Background: an optimization exercise with open tools, aiming at a short achievable clock period and few clock cycles. Do not read the settings as production practice.
Function was checked by simulation only, so behaviour that the tests miss may differ from the original.
Power is estimated from default activity; no workload was simulated.

==> flow/design.v <==
module mnp_crc_dv (
    input  wire [7:0]  d,
    output wire [15:0] dv,    
    output wire        ds,    
    output wire        dh     
);
    wire pd  = ^d;
    wire pd7 = ^d[6:0];
    assign dv = {pd, pd7,
                 d[6] ^ d[7], d[5] ^ d[6], d[4] ^ d[5],
                 d[3] ^ d[4], d[2] ^ d[3], d[1] ^ d[2],
                 d[0] ^ d[1], d[0],
                 5'b00000,
                 pd};
    assign ds = pd ^ d[1];
    assign dh = d[1];
endmodule
module mnp_crc_fast (
    input  wire [15:0] c,
    input  wire        s,
    input  wire        h,
    input  wire [15:0] dv,
    input  wire        ds,
    input  wire        dh,
    output wire [15:0] cn,
    output wire        sn,
    output wire        hn
);
    assign cn[0]  = s ^ c[8] ^ dv[0];
    assign cn[5:1] = c[13:9];
    assign cn[6]  = c[0] ^ c[14] ^ dv[6];
    assign cn[7]  = c[0] ^ c[1] ^ c[15] ^ dv[7];
    assign cn[8]  = c[1] ^ c[2] ^ dv[8];
    assign cn[9]  = c[2] ^ c[3] ^ dv[9];
    assign cn[10] = c[3] ^ c[4] ^ dv[10];
    assign cn[11] = c[4] ^ c[5] ^ dv[11];
    assign cn[12] = c[5] ^ c[6] ^ dv[12];
    assign cn[13] = c[6] ^ c[7] ^ dv[13];
    assign cn[14] = s ^ c[7] ^ dv[14];
    assign cn[15] = s ^ dv[15];
    assign sn = s ^ h ^ c[1] ^ ds;
    assign hn = c[1] ^ dh;
endmodule
module mnp_txf (
    input  wire       clk,
    input  wire       rst,
    input  wire       in_valid,
    output wire       in_ready,
    input  wire       in_end,
    input  wire [7:0] in_data,
    output reg        out_valid,
    input  wire       out_ready,
    output reg  [7:0] out_data
);
    localparam [7:0] SYN = 8'h16, DLE = 8'h10, STX = 8'h02, ETX = 8'h03;
    localparam integer S_IDLE = 0, S_DLE = 1, S_STX = 2, S_DATA = 3,
                       S_STUFF = 4, S_ETX = 5, S_FCSLO = 6, S_FCSHI = 7;
    localparam integer EW = 1 + 1 + 8 + 16 + 1 + 1;   
    reg          ih_v, is_v;
    reg [EW-1:0] ih, is;
    wire [7:0]  e_oct = in_end ? ETX : in_data;
    wire [15:0] e_dv;
    wire        e_ds, e_dh;
    mnp_crc_dv u_dv (.d(e_oct), .dv(e_dv), .ds(e_ds), .dh(e_dh));
    wire [EW-1:0] e_in = {in_end, (!in_end && in_data == DLE), e_oct, e_dv, e_ds, e_dh};
    wire        h_end = ih[EW-1];
    wire        h_dle = ih[EW-2];
    wire [7:0]  h_oct = ih[EW-3:EW-10];
    wire [15:0] h_dv  = ih[17:2];
    wire        h_ds  = ih[1];
    wire        h_dh  = ih[0];
    assign in_ready = !is_v;
    wire accept = in_valid && !is_v;
    reg [7:0]  st;
    reg [15:0] crc;
    reg        crc_s, crc_h;
    reg       os_v;
    reg [7:0] os;
    wire core_valid = ((st[S_IDLE] || st[S_DATA]) && ih_v) ||
                      st[S_DLE] || st[S_STX] || st[S_STUFF] ||
                      st[S_ETX] || st[S_FCSLO] || st[S_FCSHI];
    wire go  = core_valid && !os_v;
    wire pop = go && st[S_DATA];    
    wire [15:0] crc_n;
    wire        crc_sn, crc_hn;
    mnp_crc_fast u_crc (.c(crc), .s(crc_s), .h(crc_h), .dv(h_dv), .ds(h_ds), .dh(h_dh),
                        .cn(crc_n), .sn(crc_sn), .hn(crc_hn));
    reg [7:0] core_out;
    always @* begin
        core_out = 8'h00;
        case (1'b1)
            st[S_IDLE]:  core_out = SYN;
            st[S_DLE]:   core_out = DLE;
            st[S_STX]:   core_out = STX;
            st[S_DATA]:  core_out = h_end ? DLE : h_oct;
            st[S_STUFF]: core_out = DLE;
            st[S_ETX]:   core_out = ETX;
            st[S_FCSLO]: core_out = crc[7:0];
            st[S_FCSHI]: core_out = crc[15:8];
            default:     core_out = 8'h00;
        endcase
    end
    always @(posedge clk) begin
        if (rst) begin
            ih_v <= 1'b0;
            is_v <= 1'b0;
        end else if (pop || !ih_v) begin
            ih_v <= is_v || accept;
            is_v <= 1'b0;
        end else if (accept) begin
            is_v <= 1'b1;
        end
    end
    always @(posedge clk) begin
        if (pop || !ih_v)
            ih <= is_v ? is : e_in;
        else if (accept)
            is <= e_in;
    end
    always @(posedge clk) begin
        if (rst) begin
            st <= 8'b0000_0001;
        end else if (go) begin
            st <= 8'b0000_0000;
            case (1'b1)
                st[S_IDLE]:  st[S_DLE]   <= 1'b1;
                st[S_DLE]:   st[S_STX]   <= 1'b1;
                st[S_STX]:   st[S_DATA]  <= 1'b1;
                st[S_DATA]: begin
                    if (h_end)      st[S_ETX]   <= 1'b1;
                    else if (h_dle) st[S_STUFF] <= 1'b1;
                    else            st[S_DATA]  <= 1'b1;
                end
                st[S_STUFF]: st[S_DATA]  <= 1'b1;
                st[S_ETX]:   st[S_FCSLO] <= 1'b1;
                st[S_FCSLO]: st[S_FCSHI] <= 1'b1;
                st[S_FCSHI]: st[S_IDLE]  <= 1'b1;
                default:     st[S_IDLE]  <= 1'b1;
            endcase
        end
    end
    always @(posedge clk) begin
        if (go && st[S_IDLE]) begin
            crc   <= 16'h0000;
            crc_s <= 1'b0;
            crc_h <= 1'b0;
        end else if (pop) begin
            crc   <= crc_n;
            crc_s <= crc_sn;
            crc_h <= crc_hn;
        end
    end
    always @(posedge clk) begin
        if (rst) begin
            out_valid <= 1'b0;
            os_v      <= 1'b0;
        end else if (!out_valid || out_ready) begin
            out_valid <= os_v || go;
            os_v      <= 1'b0;
        end else if (go) begin
            os_v      <= 1'b1;
        end
    end
    always @(posedge clk) begin
        if (!out_valid || out_ready)
            out_data <= os_v ? os : core_out;
        else if (go)
            os <= core_out;
    end
endmodule
module mnp_rxd (
    input  wire        clk,
    input  wire        rst,
    input  wire        in_valid,
    output wire        in_ready,
    input  wire        in_eos,
    input  wire [7:0]  in_data,
    output reg         out_valid,
    output reg  [7:0]  out_data,
    output reg         done_valid,
    output reg  [2:0]  done_status,
    output reg  [7:0]  done_kind,
    output reg  [7:0]  done_seq,
    output reg  [7:0]  done_credit,
    output reg  [10:0] done_len
);
    localparam [7:0] SYN = 8'h16, DLE = 8'h10, STX = 8'h02, ETX = 8'h03;
    localparam [7:0] K_OTHER = 8'h00, K_LR = 8'h01, K_LD = 8'h02,
                     K_LT = 8'h04, K_LA = 8'h05;
    localparam integer R_HUNT0 = 0, R_HUNT1 = 1, R_HUNT2 = 2, R_DATA = 3,
                       R_ESC = 4, R_FCS1 = 5, R_FCS2 = 6;
    assign in_ready = 1'b1;
    reg  [6:0]  st;
    reg  [15:0] crc;
    reg         crc_s, crc_h;
    reg         lo_ok;      
    reg  [10:0] cnt;        
    reg  [2:0]  sc;         
    reg         ext;        
    reg  [7:0]  hdr_type;   
    reg  [3:0]  hdr_dec;    
    reg  [7:0]  hdr_b1;     
    reg  [7:0]  hdr_b2;     
    reg         a_v, a_eos;
    reg  [7:0]  a_d;
    reg         a_syn, a_dle, a_stx, a_etx, a_ff, a_hi_ok;
    reg  [3:0]  a_dec;
    reg  [15:0] a_dv;
    reg         a_ds, a_dh;
    wire [15:0] i_dv;
    wire        i_ds, i_dh;
    mnp_crc_dv u_dv (.d(in_data), .dv(i_dv), .ds(i_ds), .dh(i_dh));
    always @(posedge clk) begin
        if (rst) a_v <= 1'b0;
        else     a_v <= in_valid;
    end
    always @(posedge clk) begin
        a_eos   <= in_eos;
        a_d     <= in_data;
        a_syn   <= (in_data == SYN);
        a_dle   <= (in_data == DLE);
        a_stx   <= (in_data == STX);
        a_etx   <= (in_data == ETX);
        a_ff    <= (in_data == 8'hFF);
        a_dec   <= {in_data == K_LA, in_data == K_LT, in_data == K_LD, in_data == K_LR};
        a_hi_ok <= (in_data == crc[15:8]);
        a_dv    <= i_dv;
        a_ds    <= i_ds;
        a_dh    <= i_dh;
    end
    wire tok   = a_v && !a_eos;
    wire eos   = a_v && a_eos;
    wire full  = cnt[10];
    wire app_c = (st[R_DATA] && !a_dle) || (st[R_ESC] && a_dle);   
    wire app   = tok && app_c && !full;
    wire ovf   = tok && app_c && full;
    wire esc_e = tok && st[R_ESC] && !a_dle && !a_etx;
    wire fcs1  = tok && st[R_ESC] && a_etx;
    wire fin   = tok && st[R_FCS2];
    wire start = tok && st[R_HUNT2] && a_stx;
    wire c_upd = tok && (app_c || (st[R_ESC] && a_etx));
    wire [15:0] crc_n;
    wire        crc_sn, crc_hn;
    mnp_crc_fast u_crc (.c(crc), .s(crc_s), .h(crc_h), .dv(a_dv), .ds(a_ds), .dh(a_dh),
                        .cn(crc_n), .sn(crc_sn), .hn(crc_hn));
    always @(posedge clk) begin
        if (rst) begin
            st <= 7'b000_0001;
        end else if (eos) begin
            st <= 7'b000_0001;
        end else if (tok) begin
            st <= 7'b000_0000;
            case (1'b1)
                st[R_HUNT0]: if (a_syn) st[R_HUNT1] <= 1'b1; else st[R_HUNT0] <= 1'b1;
                st[R_HUNT1]: if (a_dle) st[R_HUNT2] <= 1'b1; else st[R_HUNT0] <= 1'b1;
                st[R_HUNT2]: if (a_stx) st[R_DATA]  <= 1'b1; else st[R_HUNT0] <= 1'b1;
                st[R_DATA]:  if (a_dle) st[R_ESC]   <= 1'b1;
                             else if (full) st[R_HUNT0] <= 1'b1;
                             else st[R_DATA] <= 1'b1;
                st[R_ESC]:   if (a_etx) st[R_FCS1] <= 1'b1;
                             else if (a_dle && !full) st[R_DATA] <= 1'b1;
                             else st[R_HUNT0] <= 1'b1;
                st[R_FCS1]:  st[R_FCS2]  <= 1'b1;
                default:     st[R_HUNT0] <= 1'b1;
            endcase
        end
    end
    always @(posedge clk) begin
        if (start) begin
            crc   <= 16'h0000;
            crc_s <= 1'b0;
            crc_h <= 1'b0;
        end else if (c_upd) begin
            crc   <= crc_n;
            crc_s <= crc_sn;
            crc_h <= crc_hn;
        end
    end
    always @(posedge clk) begin
        if (tok && st[R_FCS1])
            lo_ok <= (a_d == crc[7:0]);
    end
    always @(posedge clk) begin
        if (start) begin
            cnt <= 11'd0;
            sc  <= 3'd0;
        end else if (app) begin
            cnt <= cnt + 11'd1;
            if (sc != 3'd7) sc <= sc + 3'd1;
        end
    end
    always @(posedge clk) begin
        if (app) begin
            if (sc == 3'd0)
                ext <= a_ff;
            if ((!ext && sc == 3'd1) || (ext && sc == 3'd3)) begin
                hdr_type <= a_d;
                hdr_dec  <= a_dec;
            end
            if ((!ext && sc == 3'd2) || (ext && sc == 3'd4))
                hdr_b1 <= a_d;
            if ((!ext && sc == 3'd3) || (ext && sc == 3'd5))
                hdr_b2 <= a_d;
        end
    end
    reg       q_t, q_lt, q_la;        
    reg [3:0] q_dec;
    reg [7:0] q_b1, q_b2;
    always @(posedge clk) begin
        q_t   <= ext ? (sc >= 3'd4) : (sc >= 3'd2);
        q_lt  <= ext ? (sc >= 3'd5) : (sc >= 3'd3);
        q_la  <= ext ? (sc >= 3'd6) : (sc >= 3'd4);
        q_dec <= hdr_dec;
        q_b1  <= hdr_b1;
        q_b2  <= hdr_b2;
    end
    reg [7:0] cls_kind, cls_seq, cls_credit;
    always @(posedge clk) begin
        cls_kind   <= K_OTHER;
        cls_seq    <= 8'h00;
        cls_credit <= 8'h00;
        if (q_t) begin
            if (q_dec[0]) cls_kind <= K_LR;
            if (q_dec[1]) cls_kind <= K_LD;
            if (q_dec[2] && q_lt) begin
                cls_kind <= K_LT;
                cls_seq  <= q_b1;
            end
            if (q_dec[3] && q_la) begin
                cls_kind   <= K_LA;
                cls_seq    <= q_b1;
                cls_credit <= q_b2;
            end
        end
    end
    always @(posedge clk) begin
        if (rst) begin
            out_valid  <= 1'b0;
            done_valid <= 1'b0;
        end else begin
            out_valid  <= app;
            done_valid <= eos || ovf || esc_e || fin;
        end
    end
    always @(posedge clk) begin
        out_data <= a_d;
        done_status <= {a_eos, !a_eos && (ovf || esc_e),
                        !a_eos && (ovf || (st[R_FCS2] && !(lo_ok && a_hi_ok)))};
        if (st[R_FCS2]) begin
            done_kind   <= cls_kind;
            done_seq    <= cls_seq;
            done_credit <= cls_credit;
            done_len    <= cnt;
        end
    end
endmodule
module mnp_codec (
    input  wire        clk,
    input  wire        rst,
    input  wire        tx_in_valid,
    output wire        tx_in_ready,
    input  wire        tx_in_end,
    input  wire [7:0]  tx_in_data,
    output wire        tx_out_valid,
    input  wire        tx_out_ready,
    output wire [7:0]  tx_out_data,
    input  wire        rx_in_valid,
    output wire        rx_in_ready,
    input  wire        rx_in_eos,
    input  wire [7:0]  rx_in_data,
    output wire        rx_out_valid,
    output wire [7:0]  rx_out_data,
    output wire        rx_done_valid,
    output wire [2:0]  rx_done_status,
    output wire [7:0]  rx_done_kind,
    output wire [7:0]  rx_done_seq,
    output wire [7:0]  rx_done_credit,
    output wire [10:0] rx_done_len
);
    mnp_txf u_txf (
        .clk(clk), .rst(rst),
        .in_valid(tx_in_valid), .in_ready(tx_in_ready),
        .in_end(tx_in_end), .in_data(tx_in_data),
        .out_valid(tx_out_valid), .out_ready(tx_out_ready),
        .out_data(tx_out_data)
    );
    mnp_rxd u_rxd (
        .clk(clk), .rst(rst),
        .in_valid(rx_in_valid), .in_ready(rx_in_ready),
        .in_eos(rx_in_eos), .in_data(rx_in_data),
        .out_valid(rx_out_valid), .out_data(rx_out_data),
        .done_valid(rx_done_valid), .done_status(rx_done_status),
        .done_kind(rx_done_kind), .done_seq(rx_done_seq),
        .done_credit(rx_done_credit), .done_len(rx_done_len)
    );
endmodule
==> flow/run.sh <==
#!/bin/bash
# synth_recipe.tcl (not shown) runs the flow's synth.tcl, then flattens the netlist and writes it again
# the make line also repeats each setting of config.mk as NAME=value (left out here)
make -C /OpenROAD-flow-scripts/flow DESIGN_CONFIG=/design/flow/config.mk WORK_HOME=/design/flow/orfs CLKGATE_MAP_FILE= SYNTH_SCRIPT=/design/flow/synth_recipe.tcl finish
==> flow/config.mk <==
export PLATFORM = sky130hd
export DESIGN_NAME = mnp_codec
export DESIGN_NICKNAME = mnp_codec
export VERILOG_FILES = /design/flow/design.v
export SDC_FILE = /design/flow/constraint.sdc
export NUM_CORES = 4
export LEC_CHECK = 0
export ABC_CLOCK_PERIOD_IN_PS = 1500
export CAP_MARGIN = 20
export CORE_MARGIN = 2
export CORE_UTILIZATION = 40
export GPL_TIMING_DRIVEN = 1
export PLACE_DENSITY = 0.6
export SETUP_SLACK_MARGIN = 2.0
export SLEW_MARGIN = 20
export TNS_END_PERCENT = 100
==> flow/constraint.sdc <==
create_clock -name core_clock -period 3.5 [get_ports {clk}]
set_input_delay 0.7000 -clock core_clock [delete_from_list [all_inputs] [get_ports {clk}]]
set_output_delay 0.7000 -clock core_clock [all_outputs]
set_load 0.01 [all_outputs]
==> summary.txt, run 1 <==
Setup path
  – Crit-path cells: clkinvlp_4, buf_6
  – Worst Path Required: 2.80 ns
  – Register-to-Register Path Depth: 7
  – Largest stage delay, worst path: 0.36 ns
  – Worst R2R Setup Slack: 1.69 ns
  – R2R Path Start: u_txf.st[1]
  – CP Depth: 2
  – Critical Path Source Type: register
  – CP bufs+invs: 2
  – Worst r2r dst: u_txf.is[23]
  – Max FO, Critical Path: 2
  – Largest delay share family, worst path: flip-flops
  – Worst EP arrival: 1.13 ns
  – Crit path capture: tx_in_ready
  – Critical path type: register to output pin
  – Worst Setup End Kind: output pin
  – Slowest cell on crit path: dfxtp_4
  – Crit path launch: u_txf.is_v

Route
  – DR iter-0 viols: 344
  – DR DRC count: 0
  – DRT Wirelength: 21.4 mm
  – Via count: 6358
  – Wire length per cell: 16.1 um
  – DRT Pass-1 Iters: 4
  – Final ANT Viol Nets: 0
  – Vias/cell: 4.78

CTS
  – Maximum root-to-sink buffer count: 3
  – Clock transition at the registers of the reported paths: 0.06 ns
  – CTS Hold Bufs: 0
  – Clk Tree Root Cell: clkbuf_16
  – Clock sinks: 261
  – CTS tree: built
  – TritonCTS Buffers: 27
  – Clock latency on the worst-skew pair: 0.54 ns
  – H-tree depth: 1

Synthesis
  – Synthesis-stage register bit count: 261
  – Mapped Area: 0.00990 mm2
  – Post-synth EDFFs: 108
  – Async SR Flop Fraction: 0%
  – YS warnings: 2
  – Cell with the most instances after synthesis: dfxtp_1
  – Mapped Cells: 832
  – Synth top area cells: edfxtp_1, dfxtp_1, xnor2_1, nor2_1, a21oi_1
  – Netlist cell types: 62
  – Top cells by count, synth: dfxtp_1, edfxtp_1, nor2_1
  – Post-Syn Area per Cell: 11.9 um2
  – Sequential share of the synthesized area: 63.7%
  – Yosys top cell area share: 32.7%
  – Most common flop cell mapped by yosys: dfxtp_1
  – Area leader, netlist: edfxtp_1

Cells and area
  – Layout Nets: 1026
  – Layout cells sized above 1: 34.3%
  – Storage cell area: 0.00637 mm2
  – Area delta synth->final: 33.3%
  – Antenna cells: 0
  – Footprint of the multi-input gates: 0.00410 mm2
  – Cell area after layout: 0.0132 mm2
  – FILL cells: 2056
  – Final cell count without fillers: 1329

Global routing
  – Antenna violations before repair: 0
  – Vias in the first global route: 5871
  – Gr usage total: 15.3%
  – First-pass GRT wire length: 31.9 mm
  – Largest net degree at the start of global routing: 33
  – Gr ovfl total: 0

Job
  – Max-cap violations: 0

Floorplan
  – I/O pins: 82
  – Chip height: 161 um
  – Die width: 161 um
  – Initial Utilization: 40.7%
  – DIE AREA: 0.0260 mm2
  – Row count: 57
  – CORE AREA: 0.0243 mm2

STA
  – Top achievable clock speed: 0.547 GHz
  – Setup Skew: 0.00804 ns
  – Hold Vio Cnt, Final: 0
  – RSZ-0062 raised after global routing: true
  – Final worst path period share: 52.2%
  – Setup TNS: 0 ns
  – Tmin final: 1.83 ns
  – Worst Max-Slew Pin Slew: 0.575 ns
  – Max-slew headroom: 61.6%
  – Pins over their slew limit: 0
  – Final Setup Violations: 0

Pwr
  – Internal power: 0.00531 W
  – PwrDens: 521 mW/mm2
  – Sequential power share: 48.9%
  – Combinational group share of total power: 9.3%
  – Leakage: 5.00 nW
  – Maximum vdd ir drop: 319 uV
  – Clock power frac: 41.8%
  – Net Sw Frac: 22.8%
  – Net Switching: 0.00157 W

Placement
  – Post-placement cell count: 1204
  – Dpl cell area: 0.0112 mm2
  – IO Port Bufs: 75
  – HPWL Detailed: 12.8 mm
  – GP Congestion: 0.815

Min path
  – Min-delay worst type: register to register

Outcome
  – Status: no timing/DRC/antenna violations
## flip-flops by register name, indices dropped and copies added, names as in the netlist, 9 cells and up
register and flops:
u_rxd.a_dv 9, u_rxd.cnt 11, u_rxd.crc 16, u_rxd.done_len 11, u_txf.crc 16, u_txf.ih 20
u_txf.is 20
## power groups by stage
stage	Sequential, W	Clock [W]	Combinational (W)
2_1_floorplan	0.00341	0	0.000331
3_3_place_gp	0.00344	0	0.000469
3_5_place_dp	0.00343	0	0.000473
4_1_cts	0.00337	0.00295	0.000522
5_1_grt	0.00338	0.00306	0.000695
6_report	0.00336	0.00288	0.000639
## metal layers
| metal | up-vias | part of all wire, % | wire [um] | track usage [%] |
|---|---|---|---|---|
| li1 | 3161 | - | - | - |
| met1 | 3005 | 50 | 10700 | 23.6 |
| met2 | 160 | 43 | 9150 | 22.1 |
| met3 | 32 | 5.8 | 1240 | 2.80 |
| met4 | 0 | 1.6 | 346 | 4.14 |
| met5 | - | 0 | 0 | 0 |
## cell type report
cell class / count / area share [%]
clock buffer: 36 / 5.60
sequential: 261 / 48.3
clock inverter: 13 / 1.18
tap: 324 / 3.07
multi-input combinational: 516 / 31.0
timing repair buffer: 155 / 10.0
inverter: 24 / 0.843
## what timing repair did
item / in CTS / in global routing
resized for setup: 365 / 103
pin swaps: 33 / 53
endpoints found under the hold margin: 0 / 0
cloned: 4 / 7
endpoints found under the setup margin: 235 / 197
setup buffers: 32 / 33
## stage by stage
stage	hold WS [ns]	utilization (%)	total power [W]	worst slack, ns
after floorplan	0.323	-	0.00374	1.39
after global placement	0.325	45.9	0.00390	0.955
final	0.337	54.3	0.00688	1.67
after detailed placement	0.327	45.9	0.00391	0.909
after CTS	0.336	51.0	0.00684	1.65
after global routing	0.350	54.3	0.00713	1.63
## cells by family after synthesis
group,count (synthesis),share of synthesized area [%]
flip-flops,261,63.7
AND/OR/NAND/NOR,260,13.2
AO/OA/AOI/OAI,112,6.91
XOR/XNOR,94,8.53
buffers and inverters,63,2.91
multiplexers,22,2.45
adder cells (fa/ha/maj),18,2.27
other,2,0.0758
## placed cells by master (no fill, tap or decap), drive strengths merged, types with 5 or more instances in the layout
cell type and n:
a211oi 6, a21oi 61, and2 22, and3 9
and4 5, buf 141, clkbuf 40, clkinv 9
conb 6, dfxtp 153, edfxtp 108, ha 18
inv 24, mux2 15, mux2i 7, nand2 73
nand3 8, nand3b 6, nor2 91, nor2b 14
nor3 8, nor4 7, o21ai 9, o31ai 13
xnor2 71, xor2 22
## worst min path at each step
stage / startpoint / to / slack, ns / cells after the start
6_report: u_rxd.hdr_dec[2] / u_rxd.q_dec[2] / 0.34 / 0
5_1_grt: u_rxd.hdr_b1[2] / u_rxd.q_b1[2] / 0.35 / 0
4_1_cts: u_rxd.hdr_dec[2] / u_rxd.q_dec[2] / 0.34 / 0
3_5_place_dp: u_rxd.hdr_b1[7] / u_rxd.q_b1[7] / 0.33 / 0
3_3_place_gp: u_rxd.hdr_b2[0] / u_rxd.q_b2[0] / 0.32 / 0
2_1_floorplan: u_rxd.hdr_b1[0] / u_rxd.q_b1[0] / 0.32 / 0
## worst reg2reg max path, delay by kind of cell (launching register included)
kind,cells,cell delay (ns)
simple gates,4,0.75
flops,1,0.36
buf+inv,2,0.26
compound gates,1,0.15
Testbench counts, summed over its fixed seeds: cycles 23,961.
==> inputs of run 2 (changes only) <==
--- a/flow/config.mk
+++ b/flow/config.mk
@@ -7,3 +7,3 @@
 export LEC_CHECK = 0
-export ABC_CLOCK_PERIOD_IN_PS = 1500
+export ABC_CLOCK_PERIOD_IN_PS = 1300
 export CAP_MARGIN = 20
@@ -11,6 +11,4 @@
 export CORE_UTILIZATION = 40
-export GPL_TIMING_DRIVEN = 1
 export PLACE_DENSITY = 0.6
-export SETUP_SLACK_MARGIN = 2.0
+export SETUP_SLACK_MARGIN = 2.2
 export SLEW_MARGIN = 20
-export TNS_END_PERCENT = 100
==> run 2 against run 1 <==
  * Global-route usage rose by 0.69 points
  * Combinational power rose by 21%
  * Non-clock buffer count rose by 41
  * Synthesized area did not move
  * Hold slack got worse by 0.033 ns
  * Cell count rose by 2.9%
  * Clock power fell by 5%
  * Cell area rose by 6.9%
  * Clock skew rose by 0.0024 ns
  * Die area did not move
  * Via count rose by 2.8%
  * Synthesized cell count did not move
  * Critical endpoint is now u_txf.ih[19]
  * Largest power group unchanged
==> summary.txt, run 2 <==
Cells and area
  – Area delta synth->final: 42.6%
  – Antenna cells: 0 (unchanged)
  – Layout Nets: 1065 (+3.8%)
  – Commonest cells after routing, fill and taps aside: dfxtp_1, edfxtp_1, nor2_1
  – Layout cells sized above 1: 41.4% (+7.1 points)
  – Cell area after layout: 0.0141 mm2 (+6.9%)
  – Final Util: 58.0% (+3.8 points)
  – Most common cell after layout, fill and taps aside: dfxtp_1
  – Top Registers: u_txf.ih x20, u_txf.is x20

Placement
  – GP Congestion: 0.787 (-3.5%)
  – Dpl cell area: 0.0113 mm2 (+1.5%)
  – HPWL Detailed: 12.7 mm (-0.62%)
  – IO Port Bufs: 75 (unchanged)

Route
  – DR DRC count: 0 (unchanged)
  – DRT Wirelength: 21.9 mm (+2.5%)
  – DR iter-0 viols: 342 (-0.58%)
  – Wire length per cell: 16.0 um (-0.35%)
  – DRT Pass-1 Iters: 5 (+1)
  – DR top layer: met4
  – Final ANT Viol Nets: 0 (unchanged)
  – DRT met1 WL: 10.4 mm (-2.0%)
  – Met3 Routed Length: 982 um (-21%)
  – Via count: 6535 (+2.8%)
  – Vias/cell: 4.78 (about the same)
  – Wire length on met2: 10.2 mm (+12%)

STA
  – Hold Vio Cnt, Final: 0 (unchanged)
  – Top achievable clock speed: 0.542 GHz (-1.0%)
  – Tmin final: 1.85 ns (+0.0185 ns)
  – Final worst path period share: 52.7% (+0.53 points)
  – Max-slew headroom: 64.2% (+2.6 points)
  – Setup Skew: 0.0105 ns (+0.00242 ns)
  – Worst hold slack: 0.304 ns (-0.0329 ns)
  – Worst Max-Slew Pin Slew: 0.537 ns (-0.0381 ns)
  – Pins over their slew limit: 0 (unchanged)
  – RSZ-0062 raised after global routing: true
  – Final Setup Violations: 0 (unchanged)
  – Setup TNS: 0 ns (unchanged)

Synthesis
  – Largest family of logic cells by synthesized area: simple AND/OR/NAND/NOR gates
  – Most common flop cell mapped by yosys: dfxtp_1
  – Sequential share of the synthesized area: 63.7% (unchanged)
  – YS warnings: 2 (unchanged)
  – Post-Syn Area per Cell: 11.9 um2 (unchanged)
  – Post-synthesis adder-cell area fraction: 2.27% (unchanged)
  – Mapped Area: 0.00990 mm2 (unchanged)
  – Post-synthesis mux area share: 2.45% (unchanged)
  – Top cells by count, synth: dfxtp_1, edfxtp_1, nor2_1
  – Async SR Flop Fraction: 0% (unchanged)
  – Synth Area in Compound Gates: 6.91% (unchanged)
  – Cell with the most instances after synthesis: dfxtp_1
  – Post-synth EDFFs: 108 (unchanged)
  – Area leader, netlist: edfxtp_1
  – Post-Synth Simple-Gate Area: 13.2% (unchanged)
  – Yosys top cell area share: 32.7% (unchanged)
  – Synthesis-stage register bit count: 261 (unchanged)
  – Post-synthesis xor/xnor area fraction: 8.53% (unchanged)
  – Mapped Cells: 832 (unchanged)
  – Synth top area cells: edfxtp_1, dfxtp_1, xnor2_1, nor2_1, a21oi_1
  – Netlist cell types: 62 (unchanged)

Setup path
  – Max FO, Critical Path: 26 (+24)
  – Register-to-Register Path Depth: 8 (+1)
  – R2R Path Start: u_txf.os_v
  – Critical path type: register to register
  – Worst r2r dst: u_txf.ih[19]
  – Worst Path Required: 3.71 ns (+0.91 ns)
  – Worst Setup End Kind: register
  – Critical Path Source Type: register
  – Worst EP arrival: 2.06 ns (+0.93 ns)
  – Worst R2R Setup Slack: 1.65 ns (-0.04 ns)

Global routing
  – First-pass GRT wire length: 33.2 mm (+4.2%)
  – Vias in the first global route: 6042 (+2.9%)
  – Antenna violations before repair: 0 (unchanged)
  – Gr usage total: 16.0% (+0.69 points)
  – Gr ovfl total: 0 (unchanged)
  – Largest net degree at the start of global routing: 34 (+3.0%)

Outcome
  – Status: no timing/DRC/antenna violations

Pwr
  – PwrDens: 488 mW/mm2 (-6.4%)
  – Leakage: 5.42 nW (+8.5%)
  – Maximum vdd ir drop: 389 uV (+22%)
  – Pwr Total: 0.00688 W (about the same)

CTS
  – TritonCTS Buffers: 26 (-3.7%)
  – CTS Hold Bufs: 0 (unchanged)
  – Clock transition at the registers of the reported paths: 0.06 ns (about the same)
  – H-tree depth: 1 (unchanged)
  – Clock sinks: 261 (unchanged)
  – Maximum root-to-sink buffer count: 3 (unchanged)
  – CTS tree: built
  – Clock latency on the worst-skew pair: 0.52 ns (-0.02 ns)
  – Clk Tree Root Cell: clkbuf_16

Min path
  – Hold_sp: rx_in_data[0]
  – Min-delay worst type: primary input to register
  – Worst hold stages: 1 (+1)
  – Worst Hold End: u_rxd.a_d[0]

Floorplan
  – I/O pins: 82 (unchanged)
  – CORE AREA: 0.0243 mm2 (unchanged)
  – Die width: 161 um (unchanged)
  – Initial Utilization: 40.7% (unchanged)
  – Row count: 57 (unchanged)
  – Chip height: 161 um (unchanged)
  – DIE AREA: 0.0260 mm2 (unchanged)

Job
  – Max-cap violations: 0 (unchanged)
[run 2: logic make-up after synthesis]
family / Yosys count
AOI/OAI and AO/OA: 112
and+or+nand+nor: 260
buffers and inverters: 63
other: 2
adders and majority gates: 18
muxes: 22
xor gates and xnor gates: 94
DFF: 261
[run 2: routing by layer]
metal / track usage (%) / up-vias
met5: 0 / -
met4: 3.53 / 0
met3: 2.31 / 23
met2: 25.0 / 142
met1: 23.7 / 3125
li1: - / 3245
[run 2: repair_timing]
action	in CTS	in global routing
buffers inserted	61	43
resized for setup	467	126
pin swaps	56	57
hold endpoints to repair	0	0
gates cloned	8	4
endpoints found under the setup margin	268	237
[run 2: stage by stage]
step,instances,setup slack (ns)
6_report,1367,1.65
5_1_grt,1367,1.62
4_1_cts,1320,1.67
3_5_place_dp,1204,0.922
3_3_place_gp,1204,0.965
2_1_floorplan,836,1.39
[run 2: worst max-delay path by stage]
stage / start / end / cells past startpoint
after floorplan: u_txf.st[4] / u_txf.is[10] / 5
after global placement: rx_in_data[3] / u_rxd.a_ds / 7
after detailed placement: rx_in_data[3] / u_rxd.a_ds / 7
after CTS: u_txf.is_v / tx_in_ready / 3
after global routing: u_txf.st[1] / u_txf.is[16] / 7
final: u_txf.os_v / u_txf.ih[19] / 8
[run 2: critical path, cell delays in order (launching register included)]
cell and delay [ns]:
dfxtp_1 0.29, buf_4 0.25, a31oi_4 0.23, nand2_4 0.11
buf_4 0.15, buf_6 0.11, buf_6 0.11, buf_8 0.13
nand2_4 0.16
[run 2: where the power goes]
part | leakage, nW | internal [W] | switching [W]
Combinational | 2.71 | 0.000416 | 0.000358
Clock | 0.417 | 0.00165 | 0.00109
Sequential | 2.29 | 0.00328 | 0.0000817
Total | 5.42 | 0.00535 | 0.00153
[run 2: area by class of cell]
class                      count  area (um2)
inverter                      24         129
clock inverter                10         133
clock buffer                  37         722
timing repair buffer         196        1950
multi-input combinational    515        4390
sequential                   261        6380
tap                          324         405
fill                        1955       10200

static timing again, ports no longer ideal:
No port has a modelled driver above. Below, the same layouts with a new extraction and two added sets of constraints.
Step 1: set_driving_cell puts a clkbuf_16 on clk and a buf_2 on each other input, an assumption about the parent block.
Step 2 moves the port delays by t, midway between the first and last clock arrival at a register: inputs arrive t later, outputs are due t later. That takes back most of the time a late clock gives input paths.
Slacks: no drivers / after step 1 / after step 2; pairs: no drivers / after step 1.
run | shift t [ns] | setup WS [ns] | worst slew at a driven data input, ns
run 1 | 0.587 | 1.672 / 1.624 / 1.472 | 0.04
run 2 | 0.558 | 1.654 / 1.640 / 1.478 | 0.07
After both steps setup and hold are still met in every run listed. The setup slack of run 1, which loses most, moves by -0.048 ns with the drivers and by -0.200 ns with both steps.
